Source: an optimization exercise on an open RTL-to-GDS flow (aim: small area). Production flows keep margins and buffers that such runs may drop.
In this exercise RTL edits were held to simulation tests only and were not proved equivalent to the original.
No activity file was given, so power comes from the tool's default toggle rates.

Setup of delta:
// sd_rx
module sd_rx (
    input  wire        clk,
    input  wire        rst,           
    input  wire [2:0]  cfg_flog2,     
    input  wire [15:0] cfg_decim,     
    input  wire [15:0] cfg_sps,       
    input  wire [7:0]  cfg_minpre,    
    input  wire [7:0]  cfg_maxerr,    
    input  wire [31:0] cfg_thresh,    
    input  wire        cfg_policy,    
    input  wire        in_valid,
    input  wire [15:0] in_i,
    input  wire [15:0] in_q,
    output reg         mag_valid,
    output reg  [31:0] mag,
    output wire        pkt_valid,
    output wire [79:0] pkt
);
Size in the first run: ~3000 cells after synthesis.
clock: 13.0 ns
lec_check: 0
cap_margin: 20
core_margin: 2
core_utilization: 55
place_density: 0.7
slew_margin: 20
standard.sh (not shown) runs the stock make flow with config.mk's settings and CLKGATE_MAP_FILE= SYNTH_SCRIPT=/design/flow/synth_recipe.tcl, a recipe that flattens the netlist after the stock synthesis.
==> flow/flow/run.sh <==
#!/bin/bash
# Own layout flow: the standard synthesis, then a netlist pass that
# removes inverters around full adders (flow/fa_polarity.py), then the standard flow's
# standard layout with smaller port buffers and a clock tree of clkbuf_8
# without dummy loads. Each tool's output goes to a log file here.
set -euo pipefail
here=$(pwd)
res=$here/orfs/results/$FLOW_PLATFORM/sd_rx/base

bash standard.sh synth > "$here/1_synth.log" 2>&1

python3 flow/fa_polarity.py "$res/1_2_yosys.v" "$res/1_2_yosys.pol.v" > "$here/1_fa_polarity.log" 2>&1
cp "$res/1_2_yosys.v" "$res/1_2_yosys.std.v"
mv "$res/1_2_yosys.pol.v" "$res/1_2_yosys.v"
rm -f "$res/1_synth.odb" "$res/1_synth.sdc"
bash standard.sh synth > "$here/1_synth_odb.log" 2>&1

bash standard.sh \
    "BUFFER_PORTS_ARGS=-buffer_cell sky130_fd_sc_hd__buf_1" \
    "CTS_ARGS=-sink_clustering_enable -repair_clock_nets -buf_list sky130_fd_sc_hd__clkbuf_8 -sink_clustering_size 16 -sink_clustering_max_diameter 60 -dont_use_dummy_load" \
    finish > "$here/2_layout.log" 2>&1
Other scripts of this flow, unchanged in this note and not shown: flow/flow/fa_polarity.py
The final layout from delta, which completed every stage, passed the timing, DRC and antenna checks at the end of the flow.
The following lists how alpha was set up differently from delta:
# delta
export LEC_CHECK = 0
export CAP_MARGIN = 20
export CORE_MARGIN = 2
export CORE_UTILIZATION = 55
export PLACE_DENSITY = 0.7
export SLEW_MARGIN = 20
create_clock -name core_clock -period 13.0 [get_ports {clk}]
# alpha
export LEC_CHECK = 0
export CAP_MARGIN = 10
export CORE_MARGIN = 2
export CORE_UTILIZATION = 70
export PLACE_DENSITY = 0.8
export SLEW_MARGIN = 10
create_clock -name core_clock -period 13.0 [get_ports {clk}]
Findings:
Both conditions hold for alpha: the flow ran to the end and the final layout passed the timing, DRC and antenna checks.
Cell depth of the worst setup path (alpha vs. delta) increases by a few percent
delta leaves more setup margin than alpha.
Taking delta as the reference, in alpha clock network fraction of total power now sits higher, hold violation count in the final report now sits at about the same level, number of antenna cells inserted now sits higher.


Setup of before:
Starting RTL as in the previous note.
==> flow/config.mk <==
export PLATFORM = sky130hd
export DESIGN_NAME = sd_rx
export DESIGN_NICKNAME = sd_rx
export VERILOG_FILES = /design/flow/design.v
export SDC_FILE = /design/flow/constraint.sdc
export NUM_CORES = 4
export LEC_CHECK = 0
export CAP_MARGIN = 10
export CORE_MARGIN = 2
export CORE_UTILIZATION = 55
export GPL_TIMING_DRIVEN = 0
export PLACE_DENSITY = 0.7
export SLEW_MARGIN = 10
==> flow/constraint.sdc <==
create_clock -name core_clock -period 13.0 [get_ports {clk}]
set_input_delay 2.6000 -clock core_clock [delete_from_list [all_inputs] [get_ports {clk}]]
set_output_delay 2.6000 -clock core_clock [all_outputs]
set_load 0.01 [all_outputs]
Scripts as last shown in full above: flow/flow/run.sh
Other scripts of this flow, unchanged in this note and not shown: flow/flow/fa_polarity.py
[inputs] after vs before
-- flow/config.mk --
<<< before, line 10
export CORE_UTILIZATION = 55
export GPL_TIMING_DRIVEN = 0
export PLACE_DENSITY = 0.7
>>> after, line 10
export CORE_UTILIZATION = 55
export PLACE_DENSITY = 0.7
--- outcome ---
before ended with every stage complete and zero timing, DRC or antenna violations.
after finished end to end and its layout was clean on timing, DRC and antenna.
before vs after, critical path's slowest cell: mux2i_2 vs dfxtp_1
Relative to before, after degrades power.
Comparing before and after, last weighted congestion value of the routability-driven placer is lower on before.
after vs before, top routing layer in use: met4 vs met5
after ended with more final critical-path setup slack than before.
Diff before..after | flip-flop and latch count | unchanged
Layout overhead on the synthesized area (lower): after
NOTE final area before->after decreased slightly
On total routed wirelength, the lower figure sits with after, not before.
Sort before and after by clock skew asc -> top: before
Summary of after over before: wire length of the first global-routing pass now sits lower, detailed-route wire length on metal 1 now sits lower, final critical delay including setup and external delays now sits lower.

## re-timing with driven ports
No port has a modelled driver above. Below, the same layouts with a new extraction and two added sets of constraints.
Step 1 sets driving cells, clkbuf_16 on the clock port and buf_2 on the other inputs (assumed; they add their load-dependent delay and slew).
Step 2 also shifts input and output timing later by t, the mid clock arrival at the registers, as if the neighbouring blocks saw the same clock.
Three values: ideal, step 1, step 2; two values: the first two.
| run | t (ns) | slack for setup (ns) | worst hold slack (ns) | clock arrival spread, ns |
|---|---|---|---|---|
| delta | 0.788 | 0.944 / 0.944 / 0.944 | 0.351 / 0.351 / 0.351 | 0.131 / 0.132 |
| alpha | 0.760 | 0.714 / 0.714 / 0.714 | 0.362 / 0.362 / 0.362 | 0.149 / 0.149 |
| before | 0.831 | 0.415 / 0.415 / 0.415 | 0.380 / 0.380 / 0.380 | 0.099 / 0.099 |
| after | 0.789 | 0.945 / 0.945 / 0.945 | 0.365 / 0.365 / 0.365 | 0.126 / 0.127 |
After both steps every run listed still meets setup and hold.
